Background: an optimization exercise with open tools, aiming at small area, a short achievable clock period and few clock cycles per item. Do not read the settings as production practice.
Function was checked by simulation only, so behaviour that the tests miss may differ from the original.
No activity file was given, so power comes from the tool's default toggle rates.

==> 05-08: inputs <==
Design bcu, start of the top module:
module bcu (
    input  wire         clk,
    input  wire         rst,             
    input  wire         cmd_valid,
    output wire         cmd_ready,
    input  wire [127:0] cmd,
    output wire         rsp_valid,
    input  wire         rsp_ready,
    output wire [127:0] rsp
);
export LEC_CHECK = 0
export ABC_AREA = 1
export CAP_MARGIN = 30
export CORE_MARGIN = 2
export CORE_UTILIZATION = 45
export CTS_BUF_LIST = sky130_fd_sc_hd__clkbuf_4
export SETUP_SLACK_MARGIN = 5
export SLEW_MARGIN = 20
export TNS_END_PERCENT = 0
create_clock -name core_clock -period 12.0 [get_ports {clk}]
standard.sh (not shown) runs the stock make flow with config.mk's settings and CLKGATE_MAP_FILE= SYNTH_SCRIPT=/design/flow/synth_recipe.tcl, a recipe that flattens the netlist after the stock synthesis.
==> flow/flow/run.sh <==
#!/bin/bash
# Layout flow: the standard flow (standard.sh), except that
#  - synthesis maps the logic with the ABC script in flow/abc_area.script
#    (an area-oriented mapping) instead of ORFS's; the registers and every
#    other synthesis step are the standard synthesis's;
#  - the port buffers are sky130_fd_sc_hd__buf_1 (ORFS picks a delay cell).
# Each step's full output goes to a log file in this folder (and ORFS's own
# logs under orfs/logs).
set -euo pipefail
here=$(pwd)
rm -rf "$here/cs_scripts"
cp -r "$FLOW_HOME/scripts" "$here/cs_scripts"
cp "$here/flow/abc_area.script" "$here/cs_scripts/abc_area.script"
bash standard.sh SCRIPTS_DIR="$here/cs_scripts" ABC_AREA=1 synth > "$here/synth.log" 2>&1
bash standard.sh "BUFFER_PORTS_ARGS=-buffer_cell sky130_fd_sc_hd__buf_1" finish > "$here/layout.log" 2>&1
==> flow/flow/abc_area.script <==
strash
&get -n
&fraig -x
&put
scorr
dc2
strash
&get -n
&dc2
&synch2
&nf -R 1000
&put
buffer -c
topo
stime -c
upsize -c
dnsize -c
==> inputs of 08-13, as changes to 05-08 <==
==> flow/flow/abc_area.script (replaced) <==
strash
&get -n
&fraig -x
&put
scorr
dc2
strash
&get -n
&synch2
&nf -R 1000
&put
buffer -c
topo
stime -c
upsize -c
dnsize -c
CORE_UTILIZATION = 40   (was 45)
CTS_BUF_LIST = default   (was sky130_fd_sc_hd__clkbuf_4)
==> inputs of 06-25, as changes to 05-08 <==
==> flow/flow/run.sh (replaced) <==
#!/bin/bash
# Layout flow: the standard flow, except that synthesis maps the logic with
# the ABC script in flow/abc_area.script (an area-oriented mapping) instead of
# ORFS's. Everything else, including the registers, is the standard synthesis.
set -euo pipefail
here=$(pwd)
rm -rf "$here/cs_scripts"
cp -r "$FLOW_HOME/scripts" "$here/cs_scripts"
cp "$here/flow/abc_area.script" "$here/cs_scripts/abc_area.script"
bash standard.sh SCRIPTS_DIR="$here/cs_scripts" ABC_AREA=1 synth > "$here/synth.log" 2>&1
bash standard.sh > "$here/layout.log" 2>&1
==> flow/flow/abc_area.script (replaced) <==
strash
&get -n
&fraig -x
&put
scorr
dc2
strash
&get -n
&dch -f
&nf
&put
buffer -c
topo
stime -c
upsize -c
dnsize -c
CORE_UTILIZATION = 50   (was 45)
CTS_BUF_LIST = default   (was sky130_fd_sc_hd__clkbuf_4)
TNS_END_PERCENT = default   (was 0)
==> summary of the runs <==
In 08-13 the non-clock buffer count is lower than in 06-25, by 106.
The highest synthesized cell count belongs to 08-13, the lowest to 05-08.
Combinational power: 06-25 > 08-13 > 05-08.
Sequential share of layout area, lowest first: 06-25, 08-13, 05-08.
Fmax, lowest first: 08-13, 06-25, 05-08.
==> figures <==
Outcome: 06-25 no timing/DRC/antenna violations; 08-13 no timing/DRC/antenna violations; 05-08 no timing/DRC/antenna violations
Cell Count, Final, Fillers Out: 06-25 5743; 08-13 5916; 05-08 5677
Overall power of the completed layout: 06-25 5.29 mW; 08-13 5.03 mW; 05-08 4.68 mW
Multi-input gate area: 06-25 27600 um2; 08-13 23300 um2; 05-08 22300 um2
Cell count after synthesis: 06-25 4323; 08-13 4403; 05-08 4271
Post-CTS repair timing setup buffer count: 06-25 182; 08-13 106; 05-08 81
Core footprint: 06-25 72600 um2; 08-13 85400 um2; 05-08 75600 um2
Detailed Route Iter0 Violations: 06-25 6269; 08-13 6204; 05-08 5773
Max Clock Skew: 06-25 38.9 ps; 08-13 31.6 ps; 05-08 117 ps
Clock insertion delay at the later pin of the skew report: 06-25 620 ps; 08-13 610 ps; 05-08 950 ps
Met3 WL post-DR: 06-25 28.9 mm; 08-13 21.4 mm; 05-08 19.1 mm
Highest metal used: 06-25 met5; 08-13 met4; 05-08 met5
Testbench counts of 05-08, summed over its fixed seeds: cycles 8,054, commands 8,046.
Testbench counts of 08-13, summed over its fixed seeds: cycles 8,054, commands 8,046.
Testbench counts of 06-25, summed over its fixed seeds: cycles 8,054, commands 8,046.

* * *

==> inputs of job 226 <==
bcu, a different RTL version from the one above (not shown whole).
==> flow/config.mk <==
export PLATFORM = sky130hd
export DESIGN_NAME = bcu
export DESIGN_NICKNAME = bcu
export VERILOG_FILES = /design/flow/design.v
export SDC_FILE = /design/flow/constraint.sdc
export NUM_CORES = 8
export LEC_CHECK = 0
export ABC_AREA = 1
export CAP_MARGIN = 30
export CORE_MARGIN = 2
export CORE_UTILIZATION = 40
export CTS_BUF_LIST = sky130_fd_sc_hd__clkbuf_4
export SETUP_SLACK_MARGIN = 5
export SLEW_MARGIN = 20
export TNS_END_PERCENT = 0
==> flow/constraint.sdc <==
create_clock -name core_clock -period 12.0 [get_ports {clk}]
set_input_delay 2.4000 -clock core_clock [delete_from_list [all_inputs] [get_ports {clk}]]
set_output_delay 2.4000 -clock core_clock [all_outputs]
set_load 0.01 [all_outputs]
==> flow/flow/run.sh <==
#!/bin/bash
# Layout flow: the standard flow (standard.sh), except that
#  - synthesis maps the logic with the ABC script in flow/abc_area.script
#    (an area-oriented mapping) instead of ORFS's; the registers and every
#    other synthesis step are the standard synthesis's;
#  - the port buffers are sky130_fd_sc_hd__buf_1 (ORFS picks a delay cell).
# Each step's full output goes to a log file in this folder (and ORFS's own
# logs under orfs/logs).
set -euo pipefail
here=$(pwd)
rm -rf "$here/cs_scripts"
cp -r "$FLOW_HOME/scripts" "$here/cs_scripts"
cp "$here/flow/abc_area.script" "$here/cs_scripts/abc_area.script"
bash standard.sh SCRIPTS_DIR="$here/cs_scripts" ABC_AREA=1 synth > "$here/synth.log" 2>&1
bash standard.sh "BUFFER_PORTS_ARGS=-buffer_cell sky130_fd_sc_hd__buf_1" finish > "$here/layout.log" 2>&1
==> flow/flow/abc_area.script <==
strash
&get -n
&fraig -x
&put
scorr
dc2
strash
&get -n
&dc2
&synch2
&nf -R 1000
&put
buffer -c
topo
stime -c
upsize -c
dnsize -c
==> inputs of job 4376, as changes to job 226 <==
--- a/flow/design.v
+++ b/flow/design.v
@@ -35,24 +35,14 @@
             3'd2: width_of = 6'd2;
             3'd3: width_of = 6'd4;
             3'd4: width_of = 6'd8;
             3'd5: width_of = 6'd16;
             default: width_of = 6'd32;
         endcase
     endfunction
-    function [2:0] classify;
-        input [31:0] v;
-        if (v == 32'd0)              classify = 3'd0;
-        else if (v[31:1] == 31'd0)   classify = 3'd1;
-        else if (v[31:2] == 30'd0)   classify = 3'd2;
-        else if (v[31:4] == 28'd0)   classify = 3'd3;
-        else if (v[31:8] == 24'd0)   classify = 3'd4;
-        else if (v[31:16] == 16'd0)  classify = 3'd5;
-        else                         classify = 3'd6;
-    endfunction
     function rd_ok;
         input       hi;
         input [7:0] lo;
         input [5:0] l;
         rd_ok = !hi && ({1'b0, lo[7:3]} + 6'd8 <= l);
     endfunction
     function [6:0] grown;
@@ -122,17 +112,17 @@
     wire u_wrf  = (o4 == 4'h4);
     wire u_clr  = (o4 == 4'hA);
     wire u_setp = (o4 == 4'h7);
     reg        t_p, t_l, t_o;            
     reg        t_rd;                     
     reg  [7:0] loff;                     
     reg        loff_v;                   
-    wire unit_ok = (u_dec  & t_p & t_rd) | (u_enc & t_p & ~t_rd) | (u_push & t_l & ~t_rd) |
-                   (u_rdf  & t_o & t_rd & loff_v) | (u_wrf & t_o & ~t_rd & loff_v) |
-                   ~(u_dec | u_enc | u_push | u_rdf | u_wrf);
+    wire [15:0] unit_okv = {4'b1111, t_l & ~t_rd, 4'b1111,
+                            t_p & ~t_rd, t_p & t_rd, t_o & ~t_rd & loff_v, t_o & t_rd & loff_v, 3'b111};
+    wire unit_ok = unit_okv[o4];
     assign cmd_ready = (~rv | rsp_ready) & (unit_ok | ~cmd_valid);
     wire   take      = cmd_valid & cmd_ready;
     always @(posedge clk) begin
         if (rst) begin
             t_p    <= 1'b1;
             t_l    <= 1'b0;
             t_o    <= 1'b0;
@@ -150,17 +140,27 @@
                 t_l  <= 1'b0;
                 t_o  <= 1'b0;
                 t_rd <= u_setp;
             end
             loff_v <= 1'b0;
         end
     end
+    reg [5:0] la;                        
+    reg       la_gt56;                   
+    reg       lhi_off;                   
+    reg       lwrf_big;                  
+    wire [63:0] in_amask = (c_a[5:0] > 6'd56) ? 64'd0 : ((64'd1 << c_a[5:0]) - 64'd1);
     always @(posedge clk) begin
-        if (cmd_valid & ~unit_ok)
-            loff <= c_off[7:0];
+        if (cmd_valid & ~unit_ok) begin
+            loff     <= c_off[7:0];
+            la       <= c_a[5:0];
+            la_gt56  <= (c_a > 16'd56);
+            lhi_off  <= (c_off[31:8] != 24'd0);
+            lwrf_big <= ((c_data & ~in_amask) != 64'd0);
+        end
     end
     function [3:0] rowoh;
         input [4:0] b;
         input [2:0] j;
         reg   [3:0] h;                   
         reg         c;                   
         begin
@@ -194,15 +194,27 @@
                                         ({8{roh[gj][3]}} & mem[192 + 8*gj +: 8]);
         end
     endgenerate
     wire [63:0] brow = c_off[4:3] == 2'd0 ? mem[ 63:  0] :
                        c_off[4:3] == 2'd1 ? mem[127: 64] :
                        c_off[4:3] == 2'd2 ? mem[191:128] : mem[255:192];
     wire [7:0]  bget_byte = brow[8*c_off[2:0] +: 8];
-    wire [2:0]  enc_c  = classify(c_data[31:0]);
+    wire cz16 = |c_data[31:16];
+    wire cz8  = |c_data[15:8];
+    wire cz4  = |c_data[7:4];
+    wire cz2  = |c_data[3:2];
+    wire [6:0] ec;                       
+    assign ec[6] = cz16;
+    assign ec[5] = ~cz16 & cz8;
+    assign ec[4] = ~cz16 & ~cz8 & cz4;
+    assign ec[3] = ~cz16 & ~cz8 & ~cz4 & cz2;
+    assign ec[2] = ~cz16 & ~cz8 & ~cz4 & ~cz2 & c_data[1];
+    assign ec[1] = ~cz16 & ~cz8 & ~cz4 & ~cz2 & ~c_data[1] & c_data[0];
+    assign ec[0] = ~cz16 & ~cz8 & ~cz4 & ~cz2 & ~c_data[1] & ~c_data[0];
+    wire [2:0]  enc_c  = {ec[4] | ec[5] | ec[6], ec[2] | ec[3] | ec[6], ec[1] | ec[3] | ec[5]};
     wire [5:0]  enc_w  = width_of(enc_c);
     wire [55:0] wr_val = t_o ? c_data[55:0] :
                                {c_data[55:43], c_data[31:0], enc_c, c_a[7:0]};
     wire [63:0] wr_rev;
     wire [63:0] rot_in;
     wire [63:0] wr_rot;
     generate
@@ -216,32 +228,26 @@
     wire [63:0]  rot    = rot_sh[63:0];
     wire [63:0]  rd_win = rot;           
     generate
         for (gj = 0; gj < 64; gj = gj + 1) begin : g_wrot
             assign wr_rot[gj] = rot[63 - gj];
         end
     endgenerate
-    wire [6:0] ec;                       
-    generate
-        for (gj = 0; gj < 7; gj = gj + 1) begin : g_ec
-            assign ec[gj] = (enc_c == gj);
-        end
-    endgenerate
     wire [6:0] encw_e0 = {1'b0, pos[5:0]} + 7'd11;
     wire [6:0] encw_e1 = {1'b0, pos[5:0]} + 7'd12;
     wire [6:0] encw_e2 = {1'b0, pos[5:0]} + 7'd13;
     wire [6:0] encw_e3 = {1'b0, pos[5:0]} + 7'd15;
     wire [6:0] encw_e4 = {1'b0, pos[5:0]} + 7'd19;
     wire [6:0] encw_e5 = {1'b0, pos[5:0]} + 7'd27;
     wire [6:0] encw_e6 = {1'b0, pos[5:0]} + 7'd43;
     wire [6:0] encw_end = ({7{ec[0]}} & encw_e0) | ({7{ec[1]}} & encw_e1) |
                           ({7{ec[2]}} & encw_e2) | ({7{ec[3]}} & encw_e3) |
                           ({7{ec[4]}} & encw_e4) | ({7{ec[5]}} & encw_e5) |
                           ({7{ec[6]}} & encw_e6);
-    wire [6:0] wrf_end  = {1'b0, loff[5:0]} + {1'b0, c_a[5:0]};
+    wire [6:0] wrf_end  = {1'b0, loff[5:0]} + {1'b0, la};
     wire [5:0] wr_end  = ({6{t_p}} & encw_end[5:0]) |
                          ({6{t_o}} & wrf_end[5:0]) |
                          ({6{t_l}} & {len[2:0] + 3'd1, 3'b000});
     wire       wr_wrap = (t_p & encw_end[6]) | (t_o & wrf_end[6]) | (t_l & (len[2:0] == 3'd7));
     wire [7:0] a_hi = 8'd1 << amt[5:3];
     wire [7:0] a_lo = 8'd1 << amt[2:0];
     wire [7:0] e_hi = 8'd1 << wr_end[5:3];
@@ -258,15 +264,15 @@
         end
     endgenerate
     wire [8:0] p8lo  = {1'b0, pos[7:0]} + 9'd8;
     wire [8:0] p11lo = {1'b0, pos[7:0]} + 9'd11;
     wire hi_p0  = (pos[31:8]   != 24'd0);
     wire hi_p1  = hi_p0 | p8lo[8];
     wire hi_p2  = hi_p0 | p11lo[8];
-    wire hi_off = (c_off[31:8] != 24'd0);
+    wire hi_off = lhi_off;                        
     wire ok_p0  = rd_ok(hi_p0,  pos[7:0],   len);
     wire ok_p1  = rd_ok(hi_p1,  p8lo[7:0],  len);
     wire ok_p2  = rd_ok(hi_p2,  p11lo[7:0], len);
     wire ok_off = rd_ok(hi_off, loff, len);       
     wire [6:0] gl_p2  = grown(p11lo[7:0], len);
     wire [6:0] gl_off = grown(loff, len);
     wire ovf_p2  = hi_p2  || (gl_p2  > CAP);
@@ -282,18 +288,18 @@
             3'd3: d_vmask = 32'h0000_000F;
             3'd4: d_vmask = 32'h0000_00FF;
             3'd5: d_vmask = 32'h0000_FFFF;
             default: d_vmask = 32'hFFFF_FFFF;
         endcase
     end
     wire [31:0] d_val = rd_win[42:11] & d_vmask;
-    wire [63:0] a_mask = (c_a[5:0] > 6'd56) ? 64'd0 : ((64'd1 << c_a[5:0]) - 64'd1);
+    wire [63:0] a_mask = la_gt56 ? 64'd0 : ((64'd1 << la) - 64'd1);
     wire [55:0] rdf_val = rd_win[55:0] & a_mask[55:0];
-    wire        wrf_big = ((c_data & ~a_mask) != 64'd0);
-    wire        a_gt56  = (c_a > 16'd56);
+    wire        wrf_big = lwrf_big;
+    wire        a_gt56  = la_gt56;
     wire [6:0]  dc;                      
     generate
         for (gj = 0; gj < 7; gj = gj + 1) begin : g_dc
             assign dc[gj] = (d_sz == gj);
         end
     endgenerate
     wire [6:0]  ncls    = t_rd ? dc : ec;     
==> flow/flow/run.sh (replaced) <==
#!/bin/bash
# Layout flow: the standard flow (standard.sh), except that
#  - synthesis maps the logic with the ABC script in flow/abc_area.script
#    (an area-oriented mapping) instead of ORFS's; the registers and every
#    other synthesis step are the standard synthesis's;
#  - the port buffers are sky130_fd_sc_hd__buf_1 (ORFS picks a delay cell);
set -euo pipefail
here=$(pwd)
rm -rf "$here/cs_scripts"
cp -r "$FLOW_HOME/scripts" "$here/cs_scripts"
cp "$here/flow/abc_area.script" "$here/cs_scripts/abc_area.script"
bash standard.sh SCRIPTS_DIR="$here/cs_scripts" ABC_AREA=1 synth > "$here/synth.log" 2>&1
bash standard.sh "BUFFER_PORTS_ARGS=-buffer_cell sky130_fd_sc_hd__buf_1" SETUP_SLACK_MARGIN=6.5 finish > "$here/layout.log" 2>&1
==> flow/flow/abc_area.script (replaced) <==
strash
&get -n
&fraig -x
&put
scorr
dc2
strash
&get -n
&synch2
&nf -R 1000
&put
buffer -c
topo
stime -c
upsize -c
dnsize -c
==> summary of the runs <==
Job 226 completed with no timing, DRC or antenna violations. Job 4376 finished clean. Of job 4376 and job 226, job 226 has the higher sequential share of layout area (gap 1.5 points). In job 4376 the synthesized cell count is larger than in job 226, by 6.3%. Die area: job 4376 is higher than job 226 (4.2%). Sequential power is about the same in job 226 and job 4376. Of job 4376 and job 226, job 4376 has the higher setup slack (gap 780 ps). Against job 4376, the via count of job 226 is lower by about 7%.
Testbench counts of job 226, summed over its fixed seeds: cycles 8,118, commands 8,046.
Testbench counts of job 4376, summed over its fixed seeds: cycles 8,118, commands 8,046.

## re-timing with driven ports
The results above use ideal ports. As a check the final layouts listed here were re-extracted and re-timed, cells and wires unchanged. Step 1, drivers: a clkbuf_16 drives clk and a buf_2 each remaining input, both assumed. Step 2 times the ports against the registers' clock, not the clock port: input delays grow and output delays shrink by t, the midpoint of the rising clock arrivals with the driver on. a / b / c = no drivers / after step 1 / after step 2; a / b = the first two.
| run | t (ns) | setup WS [ns] | worst setup path after step 2 | slew at the worst register clock pin (ns) |
|---|---|---|---|---|
| 05-08 | 0.964 | 4.783 / 4.827 / 3.863 | input to register | 0.09 / 0.09 |
| 08-13 | 0.664 | 4.577 / 4.623 / 3.959 | input to register | 0.07 / 0.07 |
| 06-25 | 0.663 | 4.586 / 4.586 / 4.033 | input to register | 0.07 / 0.07 |
| job 226 | 1.022 | 4.646 / 4.677 / 3.656 | input to register | 0.09 / 0.09 |
| job 4376 | 1.120 | 5.427 / 5.462 / 4.342 | input to register | 0.08 / 0.08 |
After both steps setup and hold are still met in every run listed. The setup slack of job 4376, which loses most, moves by +0.035 ns with the drivers and by -1.085 ns with both steps.
